This is an optimization exercise on Yosys and OpenROAD, whose aim is small area, a short achievable clock period and few clock cycles per item, not a production implementation.
In this exercise RTL edits were held to simulation tests only and were not proved equivalent to the original.

==> design/flow/design.v <==
module rf5c_vol_rom (
    input  wire [7:0] idx,
    output reg  [7:0] vol_gain
);
  always @* begin
    case (idx)
      8'd0: vol_gain = 8'd255;
      8'd1: vol_gain = 8'd246;
      8'd2: vol_gain = 8'd239;
      8'd3: vol_gain = 8'd231;
      8'd4: vol_gain = 8'd224;
      8'd5: vol_gain = 8'd216;
      8'd6: vol_gain = 8'd209;
      8'd7: vol_gain = 8'd203;
      8'd8: vol_gain = 8'd196;
      8'd9: vol_gain = 8'd190;
      8'd10: vol_gain = 8'd184;
      8'd11: vol_gain = 8'd178;
      8'd12: vol_gain = 8'd172;
      8'd13: vol_gain = 8'd167;
      8'd14: vol_gain = 8'd162;
      8'd15: vol_gain = 8'd156;
      8'd16: vol_gain = 8'd151;
      8'd17: vol_gain = 8'd147;
      8'd18: vol_gain = 8'd142;
      8'd19: vol_gain = 8'd137;
      8'd20: vol_gain = 8'd133;
      8'd21: vol_gain = 8'd129;
      8'd22: vol_gain = 8'd125;
      8'd23: vol_gain = 8'd121;
      8'd24: vol_gain = 8'd117;
      8'd25: vol_gain = 8'd113;
      8'd26: vol_gain = 8'd109;
      8'd27: vol_gain = 8'd106;
      8'd28: vol_gain = 8'd102;
      8'd29: vol_gain = 8'd99;
      8'd30: vol_gain = 8'd96;
      8'd31: vol_gain = 8'd93;
      8'd32: vol_gain = 8'd90;
      8'd33: vol_gain = 8'd87;
      8'd34: vol_gain = 8'd84;
      8'd35: vol_gain = 8'd82;
      8'd36: vol_gain = 8'd79;
      8'd37: vol_gain = 8'd76;
      8'd38: vol_gain = 8'd74;
      8'd39: vol_gain = 8'd72;
      8'd40: vol_gain = 8'd69;
      8'd41: vol_gain = 8'd67;
      8'd42: vol_gain = 8'd65;
      8'd43: vol_gain = 8'd63;
      8'd44: vol_gain = 8'd61;
      8'd45: vol_gain = 8'd59;
      8'd46: vol_gain = 8'd57;
      8'd47: vol_gain = 8'd55;
      8'd48: vol_gain = 8'd53;
      8'd49: vol_gain = 8'd52;
      8'd50: vol_gain = 8'd50;
      8'd51: vol_gain = 8'd48;
      8'd52: vol_gain = 8'd47;
      8'd53: vol_gain = 8'd45;
      8'd54: vol_gain = 8'd44;
      8'd55: vol_gain = 8'd42;
      8'd56: vol_gain = 8'd41;
      8'd57: vol_gain = 8'd40;
      8'd58: vol_gain = 8'd38;
      8'd59: vol_gain = 8'd37;
      8'd60: vol_gain = 8'd36;
      8'd61: vol_gain = 8'd35;
      8'd62: vol_gain = 8'd34;
      8'd63: vol_gain = 8'd33;
      8'd64: vol_gain = 8'd32;
      8'd65: vol_gain = 8'd31;
      8'd66: vol_gain = 8'd30;
      8'd67: vol_gain = 8'd29;
      8'd68: vol_gain = 8'd28;
      8'd69: vol_gain = 8'd27;
      8'd70: vol_gain = 8'd26;
      8'd71: vol_gain = 8'd25;
      8'd72: vol_gain = 8'd24;
      8'd73: vol_gain = 8'd23;
      8'd74: vol_gain = 8'd23;
      8'd75: vol_gain = 8'd22;
      8'd76: vol_gain = 8'd21;
      8'd77: vol_gain = 8'd21;
      8'd78: vol_gain = 8'd20;
      8'd79: vol_gain = 8'd19;
      8'd80: vol_gain = 8'd19;
      8'd81: vol_gain = 8'd18;
      8'd82: vol_gain = 8'd17;
      8'd83: vol_gain = 8'd17;
      8'd84: vol_gain = 8'd16;
      8'd85: vol_gain = 8'd16;
      8'd86: vol_gain = 8'd15;
      8'd87: vol_gain = 8'd15;
      8'd88: vol_gain = 8'd14;
      8'd89: vol_gain = 8'd14;
      8'd90: vol_gain = 8'd13;
      8'd91: vol_gain = 8'd13;
      8'd92: vol_gain = 8'd12;
      8'd93: vol_gain = 8'd12;
      8'd94: vol_gain = 8'd12;
      8'd95: vol_gain = 8'd11;
      8'd96: vol_gain = 8'd11;
      8'd97: vol_gain = 8'd11;
      8'd98: vol_gain = 8'd10;
      8'd99: vol_gain = 8'd10;
      8'd100: vol_gain = 8'd10;
      8'd101: vol_gain = 8'd9;
      8'd102: vol_gain = 8'd9;
      8'd103: vol_gain = 8'd9;
      8'd104: vol_gain = 8'd8;
      8'd105: vol_gain = 8'd8;
      8'd106: vol_gain = 8'd8;
      8'd107: vol_gain = 8'd7;
      8'd108: vol_gain = 8'd7;
      8'd109: vol_gain = 8'd7;
      8'd110: vol_gain = 8'd7;
      8'd111: vol_gain = 8'd7;
      8'd112: vol_gain = 8'd6;
      8'd113: vol_gain = 8'd6;
      8'd114: vol_gain = 8'd6;
      8'd115: vol_gain = 8'd6;
      8'd116: vol_gain = 8'd5;
      8'd117: vol_gain = 8'd5;
      8'd118: vol_gain = 8'd5;
      8'd119: vol_gain = 8'd5;
      8'd120: vol_gain = 8'd5;
      8'd121: vol_gain = 8'd5;
      8'd122: vol_gain = 8'd4;
      8'd123: vol_gain = 8'd4;
      8'd124: vol_gain = 8'd4;
      8'd125: vol_gain = 8'd4;
      8'd126: vol_gain = 8'd4;
      8'd127: vol_gain = 8'd4;
      8'd128: vol_gain = 8'd4;
      8'd129: vol_gain = 8'd3;
      8'd130: vol_gain = 8'd3;
      8'd131: vol_gain = 8'd3;
      8'd132: vol_gain = 8'd3;
      8'd133: vol_gain = 8'd3;
      8'd134: vol_gain = 8'd3;
      8'd135: vol_gain = 8'd3;
      8'd136: vol_gain = 8'd3;
      8'd137: vol_gain = 8'd3;
      8'd138: vol_gain = 8'd2;
      8'd139: vol_gain = 8'd2;
      8'd140: vol_gain = 8'd2;
      8'd141: vol_gain = 8'd2;
      8'd142: vol_gain = 8'd2;
      8'd143: vol_gain = 8'd2;
      8'd144: vol_gain = 8'd2;
      8'd145: vol_gain = 8'd2;
      8'd146: vol_gain = 8'd2;
      8'd147: vol_gain = 8'd2;
      8'd148: vol_gain = 8'd2;
      8'd149: vol_gain = 8'd2;
      8'd150: vol_gain = 8'd1;
      8'd151: vol_gain = 8'd1;
      8'd152: vol_gain = 8'd1;
      8'd153: vol_gain = 8'd1;
      8'd154: vol_gain = 8'd1;
      8'd155: vol_gain = 8'd1;
      8'd156: vol_gain = 8'd1;
      8'd157: vol_gain = 8'd1;
      8'd158: vol_gain = 8'd1;
      8'd159: vol_gain = 8'd1;
      8'd160: vol_gain = 8'd1;
      8'd161: vol_gain = 8'd1;
      8'd162: vol_gain = 8'd1;
      8'd163: vol_gain = 8'd1;
      8'd164: vol_gain = 8'd1;
      8'd165: vol_gain = 8'd1;
      8'd166: vol_gain = 8'd1;
      8'd167: vol_gain = 8'd1;
      8'd168: vol_gain = 8'd1;
      8'd169: vol_gain = 8'd1;
      8'd170: vol_gain = 8'd1;
      8'd171: vol_gain = 8'd1;
      default: vol_gain = 8'd0;
    endcase
  end
endmodule
module rf5c_pan_rom (
    input  wire [7:0]  idx,
    output reg  [27:0] k,
    output wire        unity
);
  assign unity = (idx == 8'h00);
  always @* begin
    case (idx[6:0])
      7'd1: k = 28'hFE30D80;
      7'd2: k = 28'hFC5E5D4;
      7'd3: k = 28'hFA887E8;
      7'd4: k = 28'hF8AF278;
      7'd5: k = 28'hF6D2454;
      7'd6: k = 28'hF4F1C28;
      7'd7: k = 28'hF30D8A0;
      7'd8: k = 28'hF12584C;
      7'd9: k = 28'hEF399C0;
      7'd10: k = 28'hED49B80;
      7'd11: k = 28'hEB55BF0;
      7'd12: k = 28'hE95D968;
      7'd13: k = 28'hE76123C;
      7'd14: k = 28'hE5604A0;
      7'd15: k = 28'hE35AEB8;
      7'd16: k = 28'hE150E8C;
      7'd17: k = 28'hDF42220;
      7'd18: k = 28'hDD2E744;
      7'd19: k = 28'hDB15BC8;
      7'd20: k = 28'hD8F7D54;
      7'd21: k = 28'hD6D4980;
      7'd22: k = 28'hD4ABD88;
      7'd23: k = 28'hD27D6EC;
      7'd24: k = 28'hD0492C0;
      7'd25: k = 28'hCE0EE04;
      7'd26: k = 28'hCBCE588;
      7'd27: k = 28'hC9875F8;
      7'd28: k = 28'hC739BD4;
      7'd29: k = 28'hC4E5350;
      7'd30: k = 28'hC289878;
      7'd31: k = 28'hC026720;
      7'd32: k = 28'hBDBBAC4;
      7'd33: k = 28'hBB48EA6;
      7'd34: k = 28'hB8CDDB0;
      7'd35: k = 28'hB64A280;
      7'd36: k = 28'hB3BD72A;
      7'd37: k = 28'hB1275A0;
      7'd38: k = 28'hAE8770C;
      7'd39: k = 28'hABDD450;
      7'd40: k = 28'hA9285B8;
      7'd41: k = 28'hA6682CC;
      7'd42: k = 28'hA39C27A;
      7'd43: k = 28'hA0C3ADE;
      7'd44: k = 28'h9DDE130;
      7'd45: k = 28'h9AEA9B0;
      7'd46: k = 28'h97E8760;
      7'd47: k = 28'h94D6C14;
      7'd48: k = 28'h91B4808;
      7'd49: k = 28'h8E809C4;
      7'd50: k = 28'h8B39DD2;
      7'd51: k = 28'h87DEE5C;
      7'd52: k = 28'h846E2CC;
      7'd53: k = 28'h80E5F40;
      7'd54: k = 28'h7D443F4;
      7'd55: k = 28'h7986C50;
      7'd56: k = 28'h75AADF8;
      7'd57: k = 28'h71AD75C;
      7'd58: k = 28'h6D8ADE4;
      7'd59: k = 28'h693EB78;
      7'd60: k = 28'h64C3AF8;
      7'd61: k = 28'h6013390;
      7'd62: k = 28'h5B25140;
      7'd63: k = 28'h55EEA30;
      7'd64: k = 28'h5061D6F;
      7'd65: k = 28'h4A6B60C;
      7'd66: k = 28'h43EF72E;
      7'd67: k = 28'h3CC3628;
      7'd68: k = 28'h349F5BC;
      7'd69: k = 28'h2AF7518;
      7'd70: k = 28'h1E61B14;
      default: k = 28'h0000000;
    endcase
    if (idx[7]) k = 28'h0000000;
  end
endmodule
module rf5c_mul_trunc (
    input  wire [13:0] x,
    input  wire [62:0] f,
    output wire [13:0] y
);
  wire [10:0] ex  = f[62:52];
  wire        rng = (ex[10:4] == 7'h3F) && (ex[3:0] != 4'd0);
  wire [3:0]  u   = ex[3:0];
  wire [66:0] p = x * {1'b1, f[51:0]};
  reg [3:0] k;
  integer i;
  always @* begin
    k = 4'd0;
    for (i = 0; i < 14; i = i + 1)
      if (x[i]) k = i[3:0];
  end
  wire top = p[53 + k];
  wire [14:0] n = p[66:52] >> (4'd15 - u);
  reg [13:0] hv;
  reg [14:0] lv;
  always @* begin
    hv[0] = p[52];
    for (i = 1; i < 14; i = i + 1) hv[i] = hv[i-1] & p[52 + i];
    lv[14] = p[14];
    for (i = 13; i >= 0; i = i - 1) lv[i] = lv[i+1] & p[i];
  end
  wire hi  = (u == 4'd15) ? 1'b1 : hv[14 - u];
  wire mid = &p[51:15];
  wire lo  = top ? lv[k] : ((k == 4'd0) ? 1'b0 : lv[k - 4'd1]);
  wire c   = hi & mid & lo;
  assign y = rng ? (n[13:0] + {13'd0, c}) : 14'd0;
endmodule
module rf5c400_mixer (
    input  wire        clk,
    input  wire        rst,           
    input  wire        in_valid,
    output wire        in_ready,
    input  wire [15:0] in_word,       
    input  wire [1:0]  in_type,       
    input  wire [7:0]  in_vol,        
    input  wire [63:0] in_level,      
    input  wire [7:0]  in_pan_l,      
    input  wire [7:0]  in_pan_r,      
    output reg         out_valid,
    output wire [20:0] out_l,         
    output wire [20:0] out_r          
);
  assign in_ready = 1'b1;
  reg        a_valid;
  reg [15:0] a_word;
  reg [1:0]  a_type;
  reg [7:0]  a_vol;
  reg [62:0] a_level;
  reg [7:0]  a_pan_l, a_pan_r;
  always @(posedge clk) begin
    a_valid <= in_valid & ~rst;
    a_word  <= in_word;
    a_type  <= in_type;
    a_vol   <= in_vol;
    a_level <= in_level[62:0];
    a_pan_l <= in_pan_l;
    a_pan_r <= in_pan_r;
  end
  reg [15:0] decoded;
  always @* begin
    case (a_type)
      2'b11:   decoded = a_word;
      2'b01:   decoded = {a_word[7:0], 8'h00};
      2'b10:   decoded = {a_word[15:8], 8'h00};
      default: decoded = 16'h0000;
    endcase
  end
  wire        neg = decoded[15];
  wire [7:0]  vol_gain;
  rf5c_vol_rom u_vol (.idx(a_vol), .vol_gain(vol_gain));
  wire [23:0] vprod = decoded[14:0] * vol_gain + (neg ? {15'd0, vol_gain} + 24'd511 : 24'd0);
  wire [13:0] p9mag = vprod[22:9];
  wire [13:0] emag;
  rf5c_mul_trunc u_env (.x(p9mag), .f(a_level), .y(emag));
  reg        b_valid;
  reg [13:0] b_emag;
  reg        b_neg;
  reg [7:0]  b_pan_l, b_pan_r;
  always @(posedge clk) begin
    b_valid <= a_valid & ~rst;
    b_emag  <= emag;
    b_neg   <= neg;
    b_pan_l <= a_pan_l;
    b_pan_r <= a_pan_r;
  end
  wire [27:0] kl, kr;
  wire        ul, ur;
  rf5c_pan_rom u_pan_l (.idx(b_pan_l), .k(kl), .unity(ul));
  rf5c_pan_rom u_pan_r (.idx(b_pan_r), .k(kr), .unity(ur));
  wire [41:0] pl = b_emag * kl;
  wire [41:0] pr = b_emag * kr;
  wire [13:0] ml = ul ? b_emag : pl[41:28];
  wire [13:0] mr = ur ? b_emag : pr[41:28];
  reg  [4:0]  cnt;
  reg  [20:0] acc_l, acc_r;
  wire [20:0] base_l = (cnt == 5'd0) ? 21'd0 : acc_l;
  wire [20:0] base_r = (cnt == 5'd0) ? 21'd0 : acc_r;
  wire [20:0] sum_l  = base_l + ({7'd0, ml} ^ {21{b_neg}}) + {20'd0, b_neg};
  wire [20:0] sum_r  = base_r + ({7'd0, mr} ^ {21{b_neg}}) + {20'd0, b_neg};
  always @(posedge clk) begin
    if (rst) begin
      cnt       <= 5'd0;
      out_valid <= 1'b0;
    end else begin
      out_valid <= b_valid && (cnt == 5'd31);
      if (b_valid) cnt <= cnt + 5'd1;
    end
    if (b_valid) begin
      acc_l <= sum_l;
      acc_r <= sum_r;
    end
  end
  assign out_l = acc_l;
  assign out_r = acc_r;
endmodule
==> design/flow/run.sh <==
#!/bin/bash
# synth_recipe.tcl (not shown) runs the flow's synth.tcl, then flattens the netlist and writes it again
# the make line also repeats each setting of config.mk as NAME=value (left out here)
make -C /OpenROAD-flow-scripts/flow DESIGN_CONFIG=/design/flow/config.mk WORK_HOME=/design/flow/orfs CLKGATE_MAP_FILE= SYNTH_SCRIPT=/design/flow/synth_recipe.tcl finish
==> design/flow/config.mk <==
export PLATFORM = sky130hd
export DESIGN_NAME = rf5c400_mixer
export DESIGN_NICKNAME = rf5c400_mixer
export VERILOG_FILES = /design/flow/design.v
export SDC_FILE = /design/flow/constraint.sdc
export NUM_CORES = 4
export LEC_CHECK = 0
export CAP_MARGIN = 20
export CORE_MARGIN = 2
export CORE_UTILIZATION = 40
export SLEW_MARGIN = 20
export SYNTH_MEMORY_MAX_BITS = 32768
==> design/flow/constraint.sdc <==
create_clock -name core_clock -period 60.0 [get_ports {clk}]
set_input_delay 12.0000 -clock core_clock [delete_from_list [all_inputs] [get_ports {clk}]]
set_output_delay 12.0000 -clock core_clock [all_outputs]
set_load 0.01 [all_outputs]
==> metrics.md <==
| Metric | Value |
|---|---|
| Syn_area_per_cell | `8.379 µm²` |
| R2R Setup Slk | `around 44 ns` |
| EDFF count, synth | `42` |
| Syn_nets | `10021` |
| Slowest stage cell, crit path | `or2_2` |
| Synth Area in Adders | `a little under half` |
| Critical Path AT | `around 17 ns` |
| WP data required | `around 60 ns` |
| Fraction of the mapped netlist area in simple logic gates | `~20%` |
| Cts bufs inserted | `37` |
| GRT overflow | `0` |
| Fmax | `62.32 MHz` |
| H-tree depth | `2` |
| Port buffer count | `150` |
| Slew Limit Headroom | `27.19%` |
| HP Start | `a_pan_l[7]` |
| Unrepaired setup endpoints after global routing | `false` |
| Seq/Total Area, Yosys | `between 7 and 8%` |
| Worst r2r src | `a_type[0]` |
| # rows | `between 150 and 200` |
| Gpl congestion | `about 0.95` |
| Hold depth | `0` |
| Die Ht | `around 420 µm` |
| Register clock-pin slew on the reported worst setup and hold paths | `~0.06 ns` |
| Slew @ Worst Pin | `1.065 ns` |
| Tot GR Track Use | `around 23%` |
| Drt first pass iters | `6` |
| Post-Syn Area | `around 0.068 mm²` |
| CTS root buf | `clkbuf_16` |
| Number of synthesized register bits | `around 240` |
| Post-route core utilization | `42.92%` |
| Async SR Flop Fraction | `0%` |
| Worst setup SP type | `flip-flop` |
| DR WL/cell | `about 19 µm` |
| Final Skew | `approximately 0.053 ns` |
| Post-CTS sizing | `0` |
| Pin count of the biggest net entering global routing | `75` |
| Clock sink count | `242` |
| CTS tree | `built` |
| Fin crit period | `roughly 16 ns` |
| Die X | `roughly 420 µm` |
| Detailed-route via count | `about 55000` |
| DRC | `0` |
| Final #Nets | `~9800` |
| Post-DRT Antenna Nets | `0` |
| Crit path largest cell delay | `0.72 ns` |
| FF-to-FF path depth | `slightly above 50` |
| Critical path capture point type | `flip-flop` |
| Postcts setup bufs | `0` |
| Initial antenna violation count | `4` |
| Worst-skew pair later-pin latency | `~0.63 ns` |
| Yosys warns | `4` |
| Final hold vios | `0` |
| Hold/Removal Path Class | `reg -> reg` |
| Via-per-instance ratio | `between 5 and 6` |
| Post-DP HPWL | `between 100000 and 150000 µm` |
| Max Slew Vio Count | `0` |
| Vias in the first global route | `between 50000 and 60000` |
| Final setup violation count | `0` |
| Layout cells sized above 1 | `~3.6%` |
| Setup CP Type | `reg -> reg` |
| Synthesized instance count | `8123` |
| Fin crit share | `roughly a quarter` |
| Yosys cell types | `about 120` |
| Max_cap viols | `0` |
| Setup_tns | `0 ns` |
| Area delta synth->final | `6.731%` |
| Fillers | `~17000` |
| Post-synthesis mux area share | `0.9265%` |
| Status | `timing/DRC/antenna clean` |
| Core Box Area | `between 0.15 and 0.2 mm²` |
| Cell mode on critical path | `fa_1` |
| R2R Path End | `b_emag[10]` |
| WHS Endpoint | `b_pan_l[7]` |
| Post-synth top flop | `dfxtp_1` |
| Initial Util | `between 40% and 50%` |
| Compound-cell area share of the yosys netlist | `around 11%` |
| Largest fanout on the critical path | `31` |
| Hold_buf cts | `0` |
| Largest family of logic cells by synthesized area | `adder cells` |
| Maximum buffer depth of the clock tree | `3` |
| Wirelength, routed | `a little under 200000 µm` |
| DIE AREA | `roughly 0.17 mm²` |
| First-pass GRT wire length | `324500 µm` |
| Io pins | `153` |
| 1st-iter DRT viols | `approximately 4200` |
| Synth Area in XOR/XNOR | `roughly 2.1%` |
[layout make-up]
class / count / area, µm² / area share [%]
multi-input combinational: 5982 / 55720 / 76.70
clock buffer: 47 / 1026 / 1.412
timing repair buffer: 261 / 2335 / 3.214
clock inverter: 18 / 225.2 / 0.3100
inverter: 1401 / 5259 / 7.239
antenna: 1 / 2.502 / 0.003445
tap: 2218 / 2775 / 3.820
sequential: 242 / 5303 / 7.299
[cells in the final DEF (no fill, tap or decap), types with 29 or more instances in the layout]
master	synthesis	final
inv_1	1391	1390
fa_1	1314	1314
nand2_1	1203	1203
and2_1	714	714
ha_1	475	475
a21oi_1	357	357
nor2_1	320	319
o21ai_0	219	219
dfxtp_1	200	178
clkdlybuf4s50_1	0	150
buf_4	3	111
nor3_1	111	110
nor2b_1	113	106
xnor2_1	103	97
and3_1	95	95
nand3_1	80	80
xor2_1	64	64
a21o_1	55	55
a31oi_1	52	52
a211oi_1	52	51
o211ai_1	50	50
nand4_1	47	47
o22ai_1	42	42
edfxtp_1	42	42
clkbuf_16	0	39
mux2i_1	36	36
o21a_1	32	32
nand2b_1	29	29
[critical path, delay by kind of cell, from the launching register on]
kind            cells  cell delay, ns
fa+ha+maj          14            6.03
compound gates     12            4.05
simple gates       12            2.94
buf+inv             8            0.93
flops               1            0.71
xor+xnor            2            0.69
mux                 3            0.45
[metrics by stage]
stage               std cells  area, µm²  setup slack (ns)  hold WS (ns)
floorplan                8123      68070             45.92        0.3096
global placement        10104      71390             44.11        0.3156
detailed placement      10104      71390             44.04        0.3143
CTS                     10169      72650             43.99        0.3342
global route            10169      72650             43.09        0.3357
finish                  10170      72650             43.95        0.3280
[kinds of logic (layout without fill, tap and decap cells)]
kind of cell,count (synthesis),after routing
fa+ha+maj,1789,1789
mux,52,52
buf+inv,1899,1727
xor+xnor,167,167
flops,242,242
other cells,1,2
compound gates,1154,1154
simple gates,2819,2819
[metal layers]
layer  share of wire, %  track usage, %  wire length [µm]
met1                 45           31.86             87030
met2                 47           38.01             91050
met3                6.0           3.053             11720
met4                2.9           6.798              5680
met5              0.020               0                40
[how the worst max path moves through the flow]
stage | start | endpoint | slack [ns] | depth (start not counted)
2_1_floorplan | in_vol[1] | vol_gain[0] | 45.92 | 9
3_3_place_gp | a_type[0] | b_emag[10] | 44.11 | 51
3_5_place_dp | a_type[0] | b_emag[10] | 44.04 | 51
4_1_cts | a_type[0] | b_emag[10] | 43.99 | 51
5_1_grt | a_type[0] | b_emag[10] | 43.09 | 51
6_report | a_type[0] | b_emag[10] | 43.95 | 51
[cell usage after synthesis, types with 10 or more instances]
| cell type | number | share of area [%] |
|---|---|---|
| a211o_1 | 16 | 0.21 |
| a211oi_1 | 52 | 0.57 |
| a21o_1 | 55 | 0.61 |
| a21oi_1 | 357 | 2.6 |
| a221oi_1 | 14 | 0.18 |
| a22oi_1 | 10 | 0.11 |
| a311oi_1 | 14 | 0.18 |
| a31oi_1 | 52 | 0.48 |
| and2_1 | 714 | 6.6 |
| and3_1 | 95 | 0.87 |
| buf_1 | 33 | 0.18 |
| buf_2 | 16 | 0.12 |
| clkbuf_1 | 442 | 2.4 |
| dfxtp_1 | 200 | 5.9 |
| edfxtp_1 | 42 | 1.9 |
| fa_1 | 1314 | 39 |
| ha_1 | 475 | 8.7 |
| inv_1 | 1391 | 7.7 |
| mux2i_1 | 36 | 0.53 |
| nand2_1 | 1203 | 6.6 |
| nand2b_1 | 29 | 0.27 |
| nand3_1 | 80 | 0.59 |
| nand4_1 | 47 | 0.43 |
| nor2_1 | 320 | 1.8 |
| nor2b_1 | 113 | 1.0 |
| nor3_1 | 111 | 0.82 |
| nor4_1 | 20 | 0.18 |
| o2111ai_1 | 18 | 0.23 |
| o211a_1 | 13 | 0.19 |
| o211ai_1 | 50 | 0.55 |
| o21a_1 | 32 | 0.35 |
| o21ai_0 | 219 | 1.6 |
| o21ai_1 | 18 | 0.13 |
| o21bai_1 | 24 | 0.26 |
| o221ai_1 | 11 | 0.14 |
| o22ai_1 | 42 | 0.39 |
| o311ai_0 | 13 | 0.17 |
| o31ai_1 | 15 | 0.17 |
| or2_2 | 10 | 0.092 |
| or3_1 | 25 | 0.23 |
| xnor2_1 | 103 | 1.3 |
| xor2_1 | 64 | 0.82 |
Testbench counts, summed over its fixed seeds: cycles 196,644, items 6,144.

[static timing again, ports no longer ideal]
The results above use ideal ports. As a check the final layout listed here was re-extracted and re-timed, cells and wires unchanged. Step 1, drivers: a clkbuf_16 drives clk and a buf_2 each remaining input, both assumed. Step 2 adds t to the input delays and takes it off the output delays; t is the mean of the earliest and latest rising clock arrival at the registers after step 1. Input paths then give back, and output paths get back, about the clock's delay inside the block. Slacks: ideal ports / drivers / drivers and shift; pairs: ideal ports / drivers.
t, ns: 0.683
setup WS [ns]: 43.953 / 43.953 / 43.953
hold slack, ns: 0.328 / 0.328 / 0.328
After both steps this run still meets setup and hold. The setup slack of this run moves by 0.000 ns with the drivers and by 0.000 ns with both steps.
